Source: an optimization exercise on an open RTL-to-GDS flow (aim: small area, a short achievable clock period and few clock cycles). Production flows keep margins and buffers that such runs may drop. In this exercise RTL edits were held to simulation tests only and were not proved equivalent to the original.

==> flow/design.v <==
module pcf8583_divu (
    input  wire        clk,
    input  wire        rst,
    input  wire        start,
    input  wire [40:0] a,
    input  wire [17:0] b,
    input  wire [5:0]  n,
    output wire [40:0] quo,
    output wire [17:0] rem,
    output reg         done
);
    reg [40:0] q;
    reg [18:0] r;
    reg [17:0] d;
    reg [5:0]  cnt;
    reg        run;
    wire [19:0] trial = {r, q[40]} - {2'b00, d};
    always @(posedge clk) begin
        if (rst) begin
            run  <= 1'b0;
            done <= 1'b0;
            cnt  <= 6'd0;
            q    <= 41'd0;
            d    <= 18'd0;
            r    <= 19'd0;
        end else begin
            done <= 1'b0;
            if (start) begin
                q   <= a << (6'd41 - n);
                r   <= 19'd0;
                d   <= b;
                cnt <= n;
                run <= 1'b1;
            end else if (run) begin
                if (!trial[19]) begin
                    r <= trial[18:0];
                    q <= {q[39:0], 1'b1};
                end else begin
                    r <= {r[17:0], q[40]};
                    q <= {q[39:0], 1'b0};
                end
                cnt <= cnt - 6'd1;
                if (cnt == 6'd1) begin
                    run  <= 1'b0;
                    done <= 1'b1;
                end
            end
        end
    end
    assign quo = q;
    assign rem = r[17:0];
endmodule
module pcf8583_rtc (
    input  wire        clk,
    input  wire        rst,
    input  wire        scl_i,
    input  wire        sda_i,
    input  wire [39:0] host_now,
    input  wire [6:0]  host_cs,
    output wire        sda_o,
    output wire        busy
);
    localparam integer RAM_SIZE = 240;
    localparam [43:0] BIAS      = 44'd555402355200;    
    localparam [43:0] SEC_DAY   = 44'd86400;
    localparam [3:0] S_IDLE       = 4'd0;
    localparam [3:0] S_START_WAIT = 4'd1;
    localparam [3:0] S_GET_ADDR   = 4'd2;
    localparam [3:0] S_AW_ACK     = 4'd3;
    localparam [3:0] S_AR_ACK     = 4'd4;
    localparam [3:0] S_GET_REG    = 4'd5;
    localparam [3:0] S_REG_ACK    = 4'd6;
    localparam [3:0] S_READ       = 4'd7;
    localparam [3:0] S_READ_ACK   = 4'd8;
    localparam [3:0] S_WRITE      = 4'd9;
    localparam [3:0] S_WRITE_ACK  = 4'd10;
    localparam [2:0] M_SNAP = 3'd0;
    localparam [2:0] M_SEC  = 3'd1;
    localparam [2:0] M_MIN  = 3'd2;
    localparam [2:0] M_HOUR = 3'd3;
    localparam [2:0] M_DAY  = 3'd4;    
    localparam [2:0] M_MON  = 3'd5;    
    localparam [4:0] E_IDLE  = 5'd0;
    localparam [4:0] E_DAYS  = 5'd1;    
    localparam [4:0] E_WDAY  = 5'd2;    
    localparam [4:0] E_ERA   = 5'd3;    
    localparam [4:0] E_A1    = 5'd4;    
    localparam [4:0] E_A2    = 5'd5;    
    localparam [4:0] E_A3    = 5'd6;    
    localparam [4:0] E_YOE   = 5'd7;    
    localparam [4:0] E_C1    = 5'd8;    
    localparam [4:0] E_MP    = 5'd9;    
    localparam [4:0] E_DD    = 5'd10;   
    localparam [4:0] E_HR    = 5'd11;   
    localparam [4:0] E_MI    = 5'd12;   
    localparam [4:0] E_APPLY = 5'd13;
    localparam [4:0] E_R_ERA = 5'd14;   
    localparam [4:0] E_R_C   = 5'd15;   
    localparam [4:0] E_R_X   = 5'd16;   
    function [7:0] bcd;
        input [6:0] v;
        begin
            bcd = (v / 7'd10) * 8'd16 + {1'b0, v % 7'd10};
        end
    endfunction
    function [7:0] unbcd;
        input [7:0] v;
        begin
            unbcd = v[7:4] * 8'd10 + {4'd0, v[3:0]};
        end
    endfunction
    reg        scl_q, sda_q;
    reg [3:0]  pstate;
    reg [3:0]  bit_cnt;
    reg [7:0]  shreg;
    reg [7:0]  ptr;
    reg [7:0]  ctrl;
    reg [7:0]  alarm [0:7];
    reg [7:0]  ram   [0:RAM_SIZE-1];
    reg [7:0]  snap  [0:15];
    reg [39:0] offset;
    reg [39:0] halt_latch;
    reg        halted;
    reg        am_pm;
    reg [4:0]  est;
    reg        issued;
    reg [2:0]  mode;
    reg        phase;
    reg [7:0]  wval;
    reg [43:0] t0;        
    reg [43:0] tcur;      
    reg [24:0] days;
    reg [16:0] sod;
    reg [2:0]  wd;
    reg [7:0]  era;
    reg [17:0] doe;
    reg [6:0]  a1;
    reg [2:0]  a2;
    reg        a3;
    reg [8:0]  yoe;
    reg [1:0]  c1;
    reg [3:0]  mp;
    reg [4:0]  dom;
    reg [3:0]  mon;
    reg [16:0] year;
    reg [4:0]  hr;
    reg [11:0] sec_of_hr;
    reg [5:0]  mi;
    reg [5:0]  sc;
    reg [16:0] r_y1;
    reg [3:0]  r_mp;
    reg [4:0]  r_dom;
    reg [16:0] r_sod;
    reg [7:0]  r_era;
    reg [8:0]  r_yoe;
    reg [1:0]  r_c;
    reg         dv_start;
    reg  [40:0] dv_a;
    reg  [17:0] dv_b;
    reg  [5:0]  dv_n;
    wire [40:0] dv_q;
    wire [17:0] dv_r;
    wire        dv_done;
    pcf8583_divu u_div (
        .clk(clk), .rst(rst), .start(dv_start),
        .a(dv_a), .b(dv_b), .n(dv_n),
        .quo(dv_q), .rem(dv_r), .done(dv_done)
    );
    wire [8:0] doy = doe - (yoe * 9'd365 + {2'b00, yoe[8:2]} - {7'd0, c1});
    always @(*) begin
        dv_start = 1'b0;
        dv_a     = 41'd0;
        dv_b     = 18'd1;
        dv_n     = 6'd1;
        if (!issued) begin
            case (est)
                E_DAYS:  begin dv_start = 1'b1; dv_a = tcur[40:0];                 dv_b = 18'd86400;  dv_n = 6'd41; end
                E_WDAY:  begin dv_start = 1'b1; dv_a = {16'd0, days} + 41'd4;      dv_b = 18'd7;      dv_n = 6'd25; end
                E_ERA:   begin dv_start = 1'b1; dv_a = {16'd0, days} + 41'd719468; dv_b = 18'd146097; dv_n = 6'd25; end
                E_A1:    begin dv_start = 1'b1; dv_a = {23'd0, doe};               dv_b = 18'd1460;   dv_n = 6'd18; end
                E_A2:    begin dv_start = 1'b1; dv_a = {23'd0, doe};               dv_b = 18'd36524;  dv_n = 6'd18; end
                E_A3:    begin dv_start = 1'b1; dv_a = {23'd0, doe};               dv_b = 18'd146096; dv_n = 6'd18; end
                E_YOE:   begin dv_start = 1'b1;
                               dv_a = {23'd0, doe} - {34'd0, a1} + {38'd0, a2} - {40'd0, a3};
                               dv_b = 18'd365; dv_n = 6'd18; end
                E_C1:    begin dv_start = 1'b1; dv_a = {32'd0, yoe};               dv_b = 18'd100;    dv_n = 6'd9;  end
                E_MP:    begin dv_start = 1'b1; dv_a = {32'd0, doy} * 41'd5 + 41'd2; dv_b = 18'd153;  dv_n = 6'd12; end
                E_DD:    begin dv_start = 1'b1; dv_a = {37'd0, mp} * 41'd153 + 41'd2; dv_b = 18'd5;   dv_n = 6'd11; end
                E_HR:    begin dv_start = 1'b1; dv_a = {24'd0, sod};               dv_b = 18'd3600;   dv_n = 6'd17; end
                E_MI:    begin dv_start = 1'b1; dv_a = {29'd0, sec_of_hr};         dv_b = 18'd60;     dv_n = 6'd12; end
                E_R_ERA: begin dv_start = 1'b1; dv_a = {24'd0, r_y1};              dv_b = 18'd400;    dv_n = 6'd17; end
                E_R_C:   begin dv_start = 1'b1; dv_a = {32'd0, r_yoe};             dv_b = 18'd100;    dv_n = 6'd9;  end
                E_R_X:   begin dv_start = 1'b1; dv_a = {37'd0, r_mp} * 41'd153 + 41'd2; dv_b = 18'd5; dv_n = 6'd11; end
                default: ;
            endcase
        end
    end
    wire [6:0] h12     = (hr == 5'd0) ? 7'd12 : (hr > 5'd12) ? {2'b00, hr - 5'd12} : {2'b00, hr};
    wire       pm      = (hr >= 5'd12);
    wire [7:0] hour_rd = am_pm ? (8'h80 | bcd(h12) | {1'b0, pm, 6'd0}) : bcd({2'b00, hr});
    wire [7:0] v_sec   = unbcd(wval);
    wire [7:0] v_dom   = unbcd({2'b00, wval[5:0]});
    wire [7:0] v_m5    = unbcd({3'b000, wval[4:0]});
    wire [7:0] v_hour  = wval[7] ? ((v_m5 % 8'd12) + (wval[6] ? 8'd12 : 8'd0))
                                 : unbcd({2'b00, wval[5:0]});
    wire [2:0] v_wday  = (wval[7:5] == 3'd0) ? 3'd6 : wval[7:5] - 3'd1;
    wire signed [43:0] d_sec  = $signed({36'd0, v_sec}) - $signed({38'd0, sc});
    wire signed [43:0] d_min  = ($signed({36'd0, v_sec}) - $signed({38'd0, mi})) * 44'sd60;
    wire signed [43:0] d_hour = ($signed({36'd0, v_hour}) - $signed({39'd0, hr})) * 44'sd3600;
    wire signed [43:0] d_dom  = ($signed({36'd0, v_dom}) - $signed({39'd0, dom})) * 44'sd86400;
    wire signed [43:0] d_wday = ($signed({41'd0, v_wday}) - $signed({41'd0, wd})) * 44'sd86400;
    task start_recompose;
        input [16:0] yp;
        input [7:0]  mp_in;
        reg   [16:0] yn;
        reg   [3:0]  mn;
        begin
            if (mp_in == 8'd0) begin
                yn = yp - 17'd1; mn = 4'd12;
            end else if (mp_in <= 8'd12) begin
                yn = yp;          mn = mp_in[3:0];
            end else if (mp_in <= 8'd24) begin
                yn = yp + 17'd1; mn = mp_in[3:0] - 4'd12;
            end else begin
                yn = yp + 17'd2; mn = mp_in[3:0] - 4'd8;    
            end
            r_y1  <= (mn <= 4'd2) ? yn - 17'd1 : yn;
            r_mp  <= (mn >= 4'd3) ? mn - 4'd3 : mn + 4'd9;
            r_dom <= dom;
            r_sod <= sod;
            est   <= E_R_ERA;
        end
    endtask
    wire [17:0] r_doe  = r_yoe * 18'd365 + {11'd0, r_yoe[8:2]} - {16'd0, r_c} + dv_q[17:0];
    wire [43:0] r_days = {36'd0, r_era} * 44'd146097 + {26'd0, r_doe} - 44'd719468;
    wire [43:0] r_time = (r_days + {39'd0, r_dom} - 44'd1) * SEC_DAY + {27'd0, r_sod};
    task commit;
        input [43:0] tnew;
        begin
            if (halted)
                halt_latch <= tnew[39:0] - BIAS[39:0];
            else
                offset <= offset + tnew[39:0] - t0[39:0];
            est <= E_IDLE;
        end
    endtask
    assign busy = (est != E_IDLE);
    wire clk_edge  = (scl_i != scl_q);
    wire data_edge = (sda_i != sda_q);
    wire [7:0] shifted = {shreg[6:0], sda_q};
    wire       byte_done = (bit_cnt == 4'd7);
    function [7:0] mem_read;
        input [7:0] a;
        begin
            if (a < 8'd16)
                mem_read = snap[a[3:0]];
            else
                mem_read = ram[a - 8'd16];
        end
    endfunction
    wire [7:0]  ptr_inc  = ptr + 8'd1;
    wire [39:0] run_time = host_now + offset;
    wire [39:0] vnow     = halted ? halt_latch : run_time;
    wire [43:0] vnow_b   = {{4{vnow[39]}}, vnow} + BIAS;
    assign sda_o = (pstate == S_READ) ? shreg[3'd7 - bit_cnt[2:0]] :
                   (pstate == S_AW_ACK || pstate == S_AR_ACK || pstate == S_REG_ACK ||
                    pstate == S_WRITE_ACK || pstate == S_READ_ACK) ? 1'b0 : 1'b1;
    integer i;
    always @(posedge clk) begin
        if (rst) begin
            scl_q      <= 1'b1;
            sda_q      <= 1'b1;
            pstate     <= S_IDLE;
            bit_cnt    <= 4'd0;
            shreg      <= 8'd0;
            ptr        <= 8'd0;
            ctrl       <= 8'd0;
            offset     <= 40'd0;
            halt_latch <= 40'd0;
            halted     <= 1'b0;
            am_pm      <= 1'b0;
            for (i = 0; i < 8; i = i + 1)        alarm[i] <= 8'd0;
            for (i = 0; i < RAM_SIZE; i = i + 1) ram[i]   <= 8'd0;
            for (i = 0; i < 16; i = i + 1)       snap[i]  <= 8'd0;
            est    <= E_IDLE;
            issued <= 1'b0;
            mode   <= M_SNAP;
            phase  <= 1'b0;
            wval   <= 8'd0;
            t0     <= 44'd0;
            tcur   <= 44'd0;
            days <= 25'd0; sod <= 17'd0; wd <= 3'd0; era <= 8'd0; doe <= 18'd0;
            a1 <= 7'd0; a2 <= 3'd0; a3 <= 1'b0; yoe <= 9'd0; c1 <= 2'd0; mp <= 4'd0;
            dom <= 5'd0; mon <= 4'd0; year <= 17'd0; hr <= 5'd0; sec_of_hr <= 12'd0;
            mi <= 6'd0; sc <= 6'd0;
            r_y1 <= 17'd0; r_mp <= 4'd0; r_dom <= 5'd0; r_sod <= 17'd0;
            r_era <= 8'd0; r_yoe <= 9'd0; r_c <= 2'd0;
        end else if (est == E_IDLE) begin
            if (clk_edge) begin
                scl_q <= scl_i;
                if (!scl_i) begin
                    case (pstate)
                        S_START_WAIT: pstate <= S_GET_ADDR;
                        S_GET_ADDR: begin
                            shreg   <= shifted;
                            bit_cnt <= bit_cnt + 4'd1;
                            if (byte_done) begin
                                if (shifted == 8'hA0)      pstate <= S_AW_ACK;
                                else if (shifted == 8'hA1) pstate <= S_AR_ACK;
                                else                       pstate <= S_IDLE;
                            end
                        end
                        S_AW_ACK: begin
                            bit_cnt <= 4'd0;
                            shreg   <= 8'd0;
                            pstate  <= S_GET_REG;
                        end
                        S_GET_REG: begin
                            shreg   <= shifted;
                            bit_cnt <= bit_cnt + 4'd1;
                            if (byte_done) begin
                                ptr    <= shifted;
                                pstate <= S_REG_ACK;
                            end
                        end
                        S_REG_ACK, S_WRITE_ACK: begin
                            bit_cnt <= 4'd0;
                            shreg   <= 8'd0;
                            pstate  <= S_WRITE;
                        end
                        S_WRITE: begin
                            shreg   <= shifted;
                            bit_cnt <= bit_cnt + 4'd1;
                            if (byte_done) begin
                                ptr    <= ptr_inc;
                                pstate <= S_WRITE_ACK;
                                if (ptr == 8'd0) begin
                                    ctrl <= shifted;
                                    if (shifted[7] && !halted) begin
                                        halt_latch <= run_time;
                                        halted     <= 1'b1;
                                    end else if (!shifted[7] && halted) begin
                                        offset <= halt_latch - host_now;
                                        halted <= 1'b0;
                                    end
                                end else if (ptr >= 8'd2 && ptr <= 8'd6) begin
                                    wval  <= shifted;
                                    t0    <= vnow_b;
                                    tcur  <= vnow_b;
                                    phase <= 1'b0;
                                    est   <= E_DAYS;
                                    case (ptr[2:0])
                                        3'd2: mode <= M_SEC;
                                        3'd3: mode <= M_MIN;
                                        3'd4: begin mode <= M_HOUR; am_pm <= shifted[7]; end
                                        3'd5: mode <= M_DAY;
                                        default: mode <= M_MON;
                                    endcase
                                end else if (ptr >= 8'd8 && ptr <= 8'd15) begin
                                    alarm[ptr[2:0]] <= shifted;
                                end else if (ptr >= 8'd16) begin
                                    ram[ptr - 8'd16] <= shifted;
                                end
                            end
                        end
                        S_AR_ACK: begin
                            shreg   <= mem_read(ptr);
                            bit_cnt <= 4'd0;
                            pstate  <= S_READ;
                        end
                        S_READ: begin
                            bit_cnt <= bit_cnt + 4'd1;
                            if (byte_done) pstate <= S_READ_ACK;
                        end
                        S_READ_ACK: begin
                            if (!sda_q) begin
                                ptr     <= ptr_inc;
                                shreg   <= mem_read(ptr_inc);
                                bit_cnt <= 4'd0;
                                pstate  <= S_READ;
                            end else begin
                                pstate <= S_IDLE;
                            end
                        end
                        default: ;
                    endcase
                end
            end else if (data_edge) begin
                sda_q <= sda_i;
                if (scl_q) begin
                    if (!sda_i) begin
                        bit_cnt <= 4'd0;
                        shreg   <= 8'd0;
                        pstate  <= S_START_WAIT;
                        snap[0] <= ctrl;
                        snap[1] <= bcd(host_cs);
                        snap[7] <= 8'd0;
                        for (i = 0; i < 8; i = i + 1) snap[8 + i] <= alarm[i];
                        mode  <= M_SNAP;
                        phase <= 1'b0;
                        t0    <= vnow_b;
                        tcur  <= vnow_b;
                        est   <= E_DAYS;
                    end else begin
                        pstate <= S_IDLE;
                    end
                end
            end
        end else begin
            if (est == E_APPLY) begin
                case (mode)
                    M_SNAP: begin
                        snap[2] <= bcd({1'b0, sc});
                        snap[3] <= bcd({1'b0, mi});
                        snap[4] <= hour_rd;
                        snap[5] <= bcd({2'b00, dom}) | {year[1:0], 6'd0};
                        snap[6] <= bcd({3'b000, mon}) | {wd + 3'd1, 5'd0};
                        est     <= E_IDLE;
                    end
                    M_SEC:  commit(tcur + d_sec);
                    M_MIN:  commit(tcur + d_min);
                    M_HOUR: commit(tcur + d_hour);
                    M_DAY: begin
                        if (!phase) begin
                            tcur  <= tcur + d_dom;
                            phase <= 1'b1;
                            est   <= E_DAYS;
                        end else begin
                            start_recompose(year - {15'd0, year[1:0]} + {15'd0, wval[7:6]}, {4'd0, mon});
                        end
                    end
                    default: begin  
                        if (!phase)
                            start_recompose(year, v_m5);
                        else
                            commit(tcur + d_wday);
                    end
                endcase
            end else if (!issued) begin
                issued <= 1'b1;
            end else if (dv_done) begin
                issued <= 1'b0;
                case (est)
                    E_DAYS: begin days <= dv_q[24:0]; sod <= dv_r[16:0]; est <= E_WDAY; end
                    E_WDAY: begin wd <= dv_r[2:0]; est <= E_ERA; end
                    E_ERA:  begin era <= dv_q[7:0]; doe <= dv_r; est <= E_A1; end
                    E_A1:   begin a1 <= dv_q[6:0]; est <= E_A2; end
                    E_A2:   begin a2 <= dv_q[2:0]; est <= E_A3; end
                    E_A3:   begin a3 <= dv_q[0]; est <= E_YOE; end
                    E_YOE:  begin yoe <= dv_q[8:0]; est <= E_C1; end
                    E_C1:   begin c1 <= dv_q[1:0]; est <= E_MP; end
                    E_MP:   begin mp <= dv_q[3:0]; est <= E_DD; end
                    E_DD: begin
                        dom  <= doy[4:0] - dv_q[4:0] + 5'd1;
                        mon  <= (mp < 4'd10) ? mp + 4'd3 : mp - 4'd9;
                        year <= {8'd0, yoe} + {era, 9'd0} - {2'b00, era, 7'd0} + {5'd0, era, 4'd0}
                                + ((mp >= 4'd10) ? 17'd1 : 17'd0);
                        est  <= E_HR;
                    end
                    E_HR:   begin hr <= dv_q[4:0]; sec_of_hr <= dv_r[11:0]; est <= E_MI; end
                    E_MI:   begin mi <= dv_q[5:0]; sc <= dv_r[5:0]; est <= E_APPLY; end
                    E_R_ERA: begin r_era <= dv_q[7:0]; r_yoe <= dv_r[8:0]; est <= E_R_C; end
                    E_R_C:   begin r_c <= dv_q[1:0]; est <= E_R_X; end
                    E_R_X: begin
                        if (mode == M_DAY) begin
                            commit(r_time);
                        end else begin
                            tcur  <= r_time;
                            phase <= 1'b1;
                            est   <= E_DAYS;
                        end
                    end
                    default: est <= E_IDLE;
                endcase
            end
        end
    end
endmodule
==> flow/run.sh <==
#!/bin/bash
# synth_recipe.tcl (not shown) runs the flow's synth.tcl, then flattens the netlist and writes it again
# the make line also repeats each setting of config.mk as NAME=value (left out here)
make -C /OpenROAD-flow-scripts/flow DESIGN_CONFIG=/design/flow/config.mk WORK_HOME=/design/flow/orfs CLKGATE_MAP_FILE= SYNTH_SCRIPT=/design/flow/synth_recipe.tcl finish
==> flow/config.mk <==
export PLATFORM = sky130hd
export DESIGN_NAME = pcf8583_rtc
export DESIGN_NICKNAME = pcf8583_rtc
export VERILOG_FILES = /design/flow/design.v
export SDC_FILE = /design/flow/constraint.sdc
export NUM_CORES = 4
export LEC_CHECK = 0
export CAP_MARGIN = 20
export CORE_MARGIN = 2
export CORE_UTILIZATION = 30
export SLEW_MARGIN = 20
==> flow/constraint.sdc <==
create_clock -name core_clock -period 20.0 [get_ports {clk}]
set_input_delay 4.0000 -clock core_clock [delete_from_list [all_inputs] [get_ports {clk}]]
set_output_delay 4.0000 -clock core_clock [all_outputs]
set_load 0.01 [all_outputs]
==> results.txt <==
[final timing paths]
kind	start	endpoint	slack, ns	cells after the start
worst min register to register	t0[21]$_SDFFE_PP0P_	t0[21]$_SDFFE_PP0P_	0.45	2
worst max register to register	r_yoe[2]$_SDFFE_PP0P_	offset[38]$_SDFFE_PP0P_	1.84	65
worst min-delay path	t0[21]$_SDFFE_PP0P_	t0[21]$_SDFFE_PP0P_	0.45	2
worst max-delay path	r_yoe[2]$_SDFFE_PP0P_	offset[38]$_SDFFE_PP0P_	1.84	65
[through the flow]
step / cells / worst slack [ns]
2_1_floorplan: 19551 / 4.60
3_3_place_gp: 27635 / 1.75
3_5_place_dp: 27636 / 1.96
4_1_cts: 28203 / 1.84
5_1_grt: 28209 / 0.759
6_report: 28220 / 1.84
[synthesized netlist by cell type (361+ instances only)]
cell type,n
a21oi_1,1256
clkbuf_1,1123
dfxtp_1,632
edfxtp_1,2112
fa_1,445
ha_1,1230
inv_1,1116
mux2i_1,361
mux4_2,1123
nand2_1,1769
nor2_1,2859
o21ai_0,924
xnor2_1,545
[layout by cell type (no fill, tap or decap), drive strengths merged, types with 224 or more instances in the layout]
cell,Yosys,routed
xnor2,546,546
edfxtp,2112,2112
mux4,1123,1123
a21o,287,287
buf,196,476
inv,1116,1134
a21oi,1259,1259
mux2i,361,361
fa,445,445
a211oi,224,224
nor2,2860,2860
xor2,333,333
nand3,309,309
nand2,1769,1769
o21ai,947,947
clkbuf,1123,405
dfxtp,632,632
ha,1230,1230
[kinds of logic (layout without fill, tap and decap cells)]
kind of cell | after synthesis | count (layout)
AO/OA/AOI/OAI | 4216 | 4216
XOR/XNOR | 882 | 882
adder cells (fa/ha/maj) | 1679 | 1679
buffers and inverters | 2442 | 2217
flip-flops | 2744 | 2744
multiplexers | 1534 | 1534
other | 0 | 15
AND/OR/NAND/NOR | 6054 | 6054
[routing by layer]
| layer | part of all wire (%) | vias up |
|---|---|---|
| met3 | 10 | 1509 |
| li1 | - | 70622 |
| met4 | 5.2 | 14 |
| met1 | 40 | 81416 |
| met5 | 0.015 | - |
| met2 | 45 | 8803 |
[final cells by class]
class,instances,area [um2]
fill,66653,442000
timing repair buffer,527,4400
antenna,15,37.5
tap,8879,11100
clock inverter,162,1810
clock buffer,405,8360
sequential,2744,76100
inverter,1123,4230
multi-input combinational,14365,115000
[worst max-delay path, delay by kind of cell (launching register included)]
kind	cells	cell delay, ns
buffers and inverters	12	1.00
adder cells (fa/ha/maj)	20	7.93
flip-flops	1	0.68
AND/OR/NAND/NOR	8	1.75
XOR/XNOR	5	1.68
AO/OA/AOI/OAI	20	4.92
[sequential cells by signal, indices dropped and copies added (netlist names), 15 cells and up]
register / flops
alarm: 64
days: 25
doe: 18
halt_latch: 40
offset: 40
r_sod: 17
r_y1: 17
ram: 2048
snap: 120
sod: 17
t0: 40
tcur: 41
u_div.d: 15
u_div.q: 41
u_div.r: 19
year: 17
==> qor.csv <==
metric,value,unit
outcome,timing/DRC/antenna clean,
final-hold-violation-count,0,
ys_warn_count,3,
async_reset_ff_share,0,%
cp_slowest_cell,xor2_1,
stdcell_area,221000,um2
worst_ep_arrival_time,18.94,ns
skew,0.0673,ns
hpwlAfterDp,532000,um
cts.sinks,2744,
cts_hold_buf,0,
synth_cells,19551,
synth_mux_area_share,14.7,%
ant_nets,0,
tightest_slew,1.32,ns
cts_tree,built,
cts_resized,0,
clockRootBuffer,clkbuf_16,
cts_made_buffers,312,
met1_usage,28.3,%
slew_violations,0,
grt_usage,21.1,%
synth.area.top_cells,"edfxtp_1 32%, mux4_2 13%, ha_1 7.7%",
finish.utilization,33.4,%
synth_xor_area_share,3.89,%
synth_area,200000,um2
synth_top_family_by_area,multiplexers,
cpPeakStageDelay,0.75,ns
ys.flop_type,edfxtp_1,
end_kind,register,
max_freq,55.1,MHz
htreeDepth,5,
grt_pass1_wl,1070000,um
holdWs,0.453,ns
final_nets,20799,
grt_max_degree,213,
drive_above_1_share,12.0,%
timing.final.crit_share,90.8,%
post-cts-setup-buffer-count,0,
cp_max_fo,10,
portBuffers,52,
synth_edf_count,2112,
wl_per_cell,26.2,um
drt_iter0_drc,20273,
drt_wl_total,741000,um
die_height,820,um
seq_area_frac_synth,38.1,%
grt_busiest_layer,met2,
synth_top_area_cell,edfxtp_1,
core,663000,um2
die_area,673000,um2
clk_path_buf_depth,4,
hold_path_class,reg -> reg,
rsz0062_at_grt,false,
start_util,30.1,%
drcViolationCount,0,
place.gp.congestion,1.01,
yosysTopAreaCellShare,31.7,%
relSlewSlack,12.3,%
min_period,18.16,ns
drt-pass1-iter-count,8,
cap_violations,0,
cp_data_required_time,20.78,ns
startpoint_type,register,
synth_cell_type_count,117,
synthToLayoutAreaGrowth,10.7,%
worst-setup-path-type,reg -> reg,
grt_overflow,0,
worstSkewPairLatency,0.98,ns
place_area,211000,um2
gr-usage-met3,4.41,%
pin_count,53,
die_x,820,um
met2_usage,33.1,%
synthesis.nets,21277,
syn_avg_cell_area,10.2,um2
setup_viol,0,
grt_antenna_before_repair,43,
path_common_cell,inv_1,
ys_ff_latch,2744,
via_per_inst,5.75,
synth-compound-area-share,13.5,%
grt_pass1_vias,154402,
rows,299,
fin_setup_tns,0,ns
cts.clk_slew.worst_paths,0.06,ns
vias,162364,
synth_fa_ha_area_share,12.2,%
yosys.area_share.simple,13.0,%
Testbench counts, summed over its fixed seeds: cycles 457,855.

[what the ideal ports hide]
In the flow no input, the clock included, has a driving cell. The finished layout below was timed again as built, in two steps. Step 1: set_driving_cell puts a clkbuf_16 on clk and a buf_2 on each other input, an assumption about the parent block. Step 2 moves the port delays by t, midway between the first and last clock arrival at a register: inputs arrive t later, outputs are due t later. That takes back most of the time a late clock gives input paths. a / b / c = ideal ports / drivers / drivers and shift; a / b = the first two.
t (ns): 1.083
slack for setup (ns): 1.841 / 1.841 / 1.841
clock arrival spread, ns: 0.082 / 0.082
slew at the worst register clock pin (ns): 0.08 / 0.08
After both steps this run still meets setup and hold. The setup slack of this run moves by 0.000 ns with the drivers and by 0.000 ns with both steps.
